Background: an optimization exercise with open tools, aiming at small area. Do not read the settings as production practice. Function was checked by simulation only, so behaviour that the tests miss may differ from the original. Power is estimated from default activity; no workload was simulated.

File: design/flow/run.sh
#!/bin/bash
# synth_recipe.tcl (not shown) runs the flow's synth.tcl, then flattens the netlist and writes it again
# the make line also repeats each setting of config.mk as NAME=value (left out here)
make -C /OpenROAD-flow-scripts/flow DESIGN_CONFIG=/design/flow/config.mk WORK_HOME=/design/flow/orfs CLKGATE_MAP_FILE= SYNTH_SCRIPT=/design/flow/synth_recipe.tcl finish
File: design/flow/config.mk
export PLATFORM = sky130hd
export DESIGN_NAME = fuzix_glue
export DESIGN_NICKNAME = fuzix_glue
export VERILOG_FILES = /design/flow/design.v
export SDC_FILE = /design/flow/constraint.sdc
export NUM_CORES = 4
export LEC_CHECK = 0
export CAP_MARGIN = 20
export CORE_MARGIN = 2
export CORE_UTILIZATION = 40
export SLEW_MARGIN = 20
File: design/flow/constraint.sdc
create_clock -name core_clock -period 10.0 [get_ports {clk}]
set_input_delay 2.0000 -clock core_clock [delete_from_list [all_inputs] [get_ports {clk}]]
set_output_delay 2.0000 -clock core_clock [all_outputs]
set_load 0.01 [all_outputs]
File: design/flow/design.v
module glue_timer (
    input  wire       clk,
    input  wire       rst,         
    input  wire       wr_en,       
    input  wire [2:0] wr_off,      
    input  wire [7:0] wr_data,
    input  wire       tick,
    output wire [7:0] count,       
    output wire       irq
);
    localparam [1:0] RUNNING   = 2'd0;
    localparam [1:0] TRIGGERED = 2'd1;
    localparam [1:0] PAUSED    = 2'd2;
    localparam [2:0] OFF_TARGET = 3'd0;
    localparam [2:0] OFF_COUNT  = 3'd1;
    localparam [2:0] OFF_RESET  = 3'd2;
    localparam [2:0] OFF_TRIG   = 3'd3;
    localparam [2:0] OFF_PAUSE  = 3'd4;
    localparam [2:0] OFF_CONT   = 3'd5;
    reg signed [15:0] ticks;
    reg        [7:0]  target;
    reg        [1:0]  mode;
    reg               irq_q;
    reg signed [15:0] n_ticks;
    reg        [7:0]  n_target;
    reg        [1:0]  n_mode;
    reg               n_irq;
    reg signed [15:0] t;
    always @(*) begin
        n_ticks  = ticks;
        n_target = target;
        n_mode   = mode;
        n_irq    = irq_q;
        if (wr_en) begin
            case (wr_off)
                OFF_TARGET: begin
                    n_target = wr_data;
                    n_ticks  = 16'sd0;
                    n_mode   = RUNNING;
                    n_irq    = 1'b0;
                end
                OFF_RESET: begin
                    n_ticks  = 16'sd0;
                    n_mode   = RUNNING;
                    n_irq    = 1'b0;
                end
                OFF_TRIG: begin
                    n_ticks  = 16'sd0;
                    n_mode   = TRIGGERED;
                    n_irq    = 1'b1;
                end
                OFF_PAUSE: begin
                    n_mode   = PAUSED;
                end
                OFF_CONT: begin
                    n_mode   = RUNNING;
                    n_irq    = 1'b0;
                end
                default: ;  
            endcase
        end
        t = n_ticks + 16'sd1;
        if (tick && n_mode != PAUSED) begin
            if (t >= $signed({8'd0, n_target})) begin
                n_ticks = t - $signed({8'd0, n_target});
                n_mode  = TRIGGERED;
                n_irq   = 1'b1;
            end else begin
                n_ticks = t;
            end
        end
    end
    always @(posedge clk) begin
        if (rst) begin
            ticks  <= 16'sd0;
            target <= 8'd255;
            mode   <= PAUSED;
            irq_q  <= 1'b0;
        end else begin
            ticks  <= n_ticks;
            target <= n_target;
            mode   <= n_mode;
            irq_q  <= n_irq;
        end
    end
    assign count = ticks[7:0];
    assign irq   = irq_q;
endmodule
module glue_disk (
    input  wire        clk,
    input  wire        rst,              
    input  wire        store_open,
    input  wire        store_writable,
    input  wire [40:0] store_size,
    input  wire        wr_en,            
    input  wire        rd_en,            
    input  wire [2:0]  off,              
    input  wire [7:0]  wr_data,
    output reg  [7:0]  rd_data,          
    output wire [40:0] st_addr,
    output wire        st_re,
    output wire        st_we,
    output wire [7:0]  st_wdata,
    input  wire [7:0]  st_rdata
);
    localparam [2:0] OFF_CMD    = 3'd0;
    localparam [2:0] OFF_DATA   = 3'd5;
    localparam [2:0] OFF_STATUS = 3'd6;
    localparam OK  = 1'b0;
    localparam NOK = 1'b1;
    localparam [7:0] CMD_SELECT = 8'h00;
    localparam [7:0] CMD_SEEK   = 8'h01;
    reg        status;
    reg [7:0]  param [0:3];
    reg [40:0] pos;
    wire        is_param  = (off >= 3'd1) && (off <= 3'd4);
    wire [1:0]  param_idx = off[1:0] - 2'd1;
    wire [31:0] block     = {param[3], param[2], param[1], param[0]};
    wire [40:0] seek_off  = {block, 9'd0};
    wire        pos_in    = pos < store_size;
    wire data_rd = rd_en && off == OFF_DATA;
    wire data_wr = wr_en && off == OFF_DATA;
    assign st_addr  = pos;
    assign st_re    = store_open && data_rd && pos_in;
    assign st_we    = store_open && data_wr && store_writable && pos_in;
    assign st_wdata = wr_data;
    always @(*) begin
        rd_data = 8'h00;
        if (rd_en) begin
            if (off == OFF_STATUS)
                rd_data = {7'd0, status};
            else if (off == OFF_DATA && st_re)
                rd_data = st_rdata;
        end
    end
    always @(posedge clk) begin
        if (rst) begin
            status   <= store_open ? OK : NOK;
            param[0] <= 8'h00;
            param[1] <= 8'h00;
            param[2] <= 8'h00;
            param[3] <= 8'h00;
            pos      <= 41'd0;
        end else if (!store_open) begin
            if ((wr_en && off != OFF_STATUS) || data_rd)
                status <= NOK;
        end else begin
            if (wr_en) begin
                if (off == OFF_CMD) begin
                    if (wr_data == CMD_SELECT) begin
                        status <= OK;
                    end else if (wr_data == CMD_SEEK) begin
                        pos    <= seek_off;
                        status <= (seek_off <= store_size) ? OK : NOK;
                    end
                end else if (is_param) begin
                    param[param_idx] <= wr_data;
                end else if (off == OFF_DATA) begin
                    if (st_we) begin
                        pos    <= pos + 41'd1;
                        status <= OK;
                    end else begin
                        status <= NOK;
                    end
                end
            end else if (data_rd) begin
                if (st_re) begin
                    pos    <= pos + 41'd1;
                    status <= OK;
                end else begin
                    status <= NOK;
                end
            end
        end
    end
endmodule
module fuzix_glue (
    input  wire        clk,
    input  wire        rst,              
    input  wire        store_open,
    input  wire        store_writable,
    input  wire [40:0] store_size,
    input  wire        bus_valid,
    input  wire        bus_rd,           
    input  wire        bus_sync,         
    input  wire [15:0] bus_addr,
    input  wire [7:0]  bus_wdata,
    output reg         data_drive,       
    output reg  [7:0]  data_out,         
    input  wire        tick,
    output wire        irq,
    output wire        mem_re,
    output wire        mem_we,
    output wire [15:0] mem_addr,
    output wire [7:0]  mem_wdata,
    input  wire [7:0]  mem_rdata,
    output wire        st_re,
    output wire        st_we,
    output wire [40:0] st_addr,
    output wire [7:0]  st_wdata,
    input  wire [7:0]  st_rdata
);
    wire in_disk  = (bus_addr >= 16'hFE60) && (bus_addr <= 16'hFE66);
    wire in_timer = (bus_addr >= 16'hFE80) && (bus_addr <= 16'hFE85);
    wire in_mem   = !in_disk && !in_timer;
    wire [2:0] disk_off  = bus_addr[2:0];
    wire [2:0] timer_off = bus_addr[2:0];
    wire cyc = bus_valid && !rst;
    wire rd  = cyc && bus_rd;
    wire wr  = cyc && !bus_rd;
    assign mem_re    = rd && in_mem;
    assign mem_we    = wr && in_mem;
    assign mem_addr  = bus_addr;
    assign mem_wdata = bus_wdata;
    wire [7:0] timer_count;
    glue_timer u_timer (
        .clk     (clk),
        .rst     (rst),
        .wr_en   (wr && in_timer),
        .wr_off  (timer_off),
        .wr_data (bus_wdata),
        .tick    (tick && !rst),
        .count   (timer_count),
        .irq     (irq)
    );
    wire [7:0] disk_rdata;
    glue_disk u_disk (
        .clk            (clk),
        .rst            (rst),
        .store_open     (store_open),
        .store_writable (store_writable),
        .store_size     (store_size),
        .wr_en          (wr && in_disk),
        .rd_en          (rd && in_disk),
        .off            (disk_off),
        .wr_data        (bus_wdata),
        .rd_data        (disk_rdata),
        .st_addr        (st_addr),
        .st_re          (st_re),
        .st_we          (st_we),
        .st_wdata       (st_wdata),
        .st_rdata       (st_rdata)
    );
    reg [7:0] rdata;
    always @(*) begin
        if (in_disk)
            rdata = disk_rdata;
        else if (in_timer)
            rdata = (timer_off == 3'd1) ? timer_count : 8'h00;
        else
            rdata = mem_rdata;
    end
    always @(posedge clk) begin
        if (rst) begin
            data_drive <= 1'b0;
            data_out   <= 8'h00;
        end else if (cyc) begin
            data_drive <= bus_rd;
            if (bus_rd)
                data_out <= rdata;
        end
    end
endmodule
==> summary.txt <==
vias per inst 5.78; worst hold start u_timer.target[3]; multiplexer share of the synthesized area 2.94%; pre-CTS WS 2.65 ns; largest net degree at the start of global routing 57; Core ar. 21800 sq um; RSZ-0062 raised after global routing no; Final #Nets 1387; top-area cell type share of the netlist area 17.3%; Max clock buf depth 2; CTS tree built; setup TNS 0 ns; Core Rows 54; register area share after synthesis 28.5%; Setup crit start store_size[20]; Max-Slew Margin vs Limit 25.9%; DPL Wire Length 21.1 mm; Cells after DPL 1479; worst hold margin 0.495 ns; min Tclk post-route 7.12 ns; overall global routing resource usage 23.3%; most common cell after layout, fill and taps aside clkdlybuf4s50_1; worst path required time 8.00 ns; die width 153 microns; Setup Fix Bufs, Post-CTS 0; Synth Instances 1102; total number of vias 8652; DR iter-0 viols 498; Netlist cell types 85; Die Span Y 153 microns; Hold Fails Final Rpt 0; post-route ant nets 0; Overflow after GRT 0; final core utilization 49.9%; Skew-Pair Late Insertion Delay 0.36 ns; CTS Hold Bufs 0; PnR worst setup slack 2.88 ns; number of fill cells 2166; CP arrival 5.12 ns; Max rail drop VDD 0.0856 mV; clock sinks 110; area share of fa/ha/maj cells after synthesis 12.3%; final worst-path cycle share 71.2%; Syn. warnings 3; clk slew on worst S/H paths 0.07 ns; initial core utilization 40.8%; Final Max Tran Viols 0; Net Count, Synth 1278; post-synthesis register bit count 110; WL per Instance 18.5 microns; FMAX 140 MHz; area of the mapped netlist 8900 sq um; placed cell area 10600 sq um; Synth Area in Compound Gates 21.3%; Worst Skew 0.0141 ns; largest family of logic cells by synthesized area simple AND/OR/NAND/NOR gates; PwrDens 95.8 nW/um^2; ranking of synthesized cells by area dfxtp_1 17%, ha_1 12%, edfxtp_1 11%; post-synthesis simple-gate area fraction 26.1%; final setup fails 0; CTS resizes 0; crit-path max FO 3; Post-synth EDFFs 33; Tot Pwr 1.04 mW; worst slew pin tran 1.11 ns; layout cells sized above 1 4.52%; Non-Filler Instances 1496; CTS root buffer clkbuf_16; first-pass GRT wire length 44.0 mm; CP Capture Type output port; initial antenna violation count 0; ys async rst share 0%; DR pass1 iterations 5; CTS Buf Count 9; number of global-route vias before repair 8418; P_leak 4.27 nW; I/O Buffers 174; Most used DFF post-synth dfxtp_1; P&R area growth vs syn 22.5%; RR Startpoint u_timer.ticks[0]; cell area after layout 10900 sq um; Hold Path Class reg2reg; IO Count 176; die area 23400 sq um; class of the most critical setup path in2out; Placer Congestion 0.887; post-synth top area cell dfxtp_1; Residual DRC 0; XOR/XNOR Fraction of Synth Area 1.38%; status no timing/DRC/antenna violations; commonest non-fill, non-tap cells in the layout 173 x clkdlybuf4s50_1, 103 x a21oi_1, 89 x nor2_1, 86 x nand2_1, 86 x ha_1; Post-Route WL 27.6 mm; Mapped Avg Cell Area 8.07 sq um; H-tree level count 3; startpoint types input port; maxcap violations 0; Ant. Diodes 0
[state kept, by name, indices dropped and copies added (netlist names)]
signal          flops
u_disk.pos         41
u_disk.param       32
u_timer.ticks      16
data_out            8
u_timer.target      8
u_timer.mode        2
data_drive          1
u_disk.status       1
u_timer.irq_q       1
[worst max-delay path, stage by stage]
cell	delay [ns]
clkdlybuf4s50_1	0.46
inv_1	0.06
ha_1	0.33
a2111oi_0	0.38
o21ai_1	0.16
a221oi_2	0.39
a21oi_1	0.26
nor4_1	0.46
clkdlybuf4s50_1	0.62
[per-layer routing]
layer  global-route usage [%]  vias up  share of wire, %
li1                         -     4285                 -
met1                     29.1     4027                42
met2                     41.2      278                49
met3                     2.35       62               5.4
met4                     9.08        0               3.0
met5                        0        -                 0
[final timing paths]
| path | to | cells after the start | slack [ns] |
|---|---|---|---|
| hold / removal | u_timer.target[3] | 2 | 0.50 |
| setup / recovery | st_re | 9 | 2.88 |
| setup reg to reg | u_timer.ticks[13] | 13 | 5.78 |
| hold reg to reg | u_timer.target[3] | 2 | 0.50 |
[power by group]
group	switching (mW)	total, mW	internal [mW]
registers	0.0106	0.480	0.470
logic	0.102	0.199	0.0975
clock network	0.173	0.365	0.192
total	0.285	1.04	0.759
[cells by family (layout without fill, tap and decap cells)]
kind of cell / count (synthesis) / after routing
mux: 25 / 25
fa+ha+maj: 87 / 87
flops: 110 / 110
xor+xnor: 14 / 14
buf+inv: 139 / 253
simple gates: 435 / 435
compound gates: 292 / 292
[cell usage after synthesis, types with 5 or more instances]
| cell | instances |
|---|---|
| or2_2 | 6 |
| and3_1 | 28 |
| o21ai_0 | 35 |
| o31ai_1 | 15 |
| o21a_1 | 13 |
| a31oi_1 | 7 |
| o22ai_1 | 9 |
| nor2_1 | 89 |
| dfxtp_1 | 77 |
| nor4_1 | 12 |
| nor3b_1 | 5 |
| or4_1 | 7 |
| a21oi_1 | 103 |
| nor3_1 | 29 |
| edfxtp_1 | 33 |
| o32ai_1 | 12 |
| nor2b_1 | 7 |
| nand2_1 | 86 |
| nand2b_1 | 14 |
| mux2_1 | 7 |
| o211ai_1 | 17 |
| inv_1 | 53 |
| mux2i_1 | 16 |
| a221oi_1 | 7 |
| ha_1 | 86 |
| a21o_1 | 16 |
| clkbuf_1 | 38 |
| xor2_1 | 6 |
| xnor2_1 | 8 |
| buf_2 | 12 |
| nand3_1 | 47 |
| and2_1 | 34 |
| or3_1 | 9 |
| o21ai_1 | 10 |
| nand4_1 | 35 |
| buf_4 | 32 |
[cell type report]
class / count / area (sq um) / share of cell area (%)
Clock buffer: 12 / 268 / 2.46
Clock inverter: 4 / 26.3 / 0.241
Multi-Input combinational cell: 853 / 5710 / 52.4
Tap cell: 280 / 350 / 3.21
Timing Repair Buffer: 184 / 1810 / 16.6
Inverter: 53 / 199 / 1.83
Sequential cell: 110 / 2530 / 23.2

[port drivers added, routing unchanged]
How much do the figures lean on ideal ports? The routed layout below was timed once more, with nothing changed but the port constraints.
Step 1 assumes that a clkbuf_16 drives the clock port and a buf_2 every other input.
Step 2 times the ports against the registers' clock, not the clock port: input delays grow and output delays shrink by t, the midpoint of the rising clock arrivals with the driver on.
a / b / c = ideal ports / drivers / drivers and shift; a / b = the first two.
shift t [ns]: 0.399
slack for setup (ns): 2.879 / 2.853 / 2.578
worst data-port slew with drivers (ns): 0.05
pins driven straight from the clock port: 1
After both steps this run still meets setup and hold. For this run, drivers alone change the setup slack by -0.026 ns; drivers and shift together by -0.301 ns.
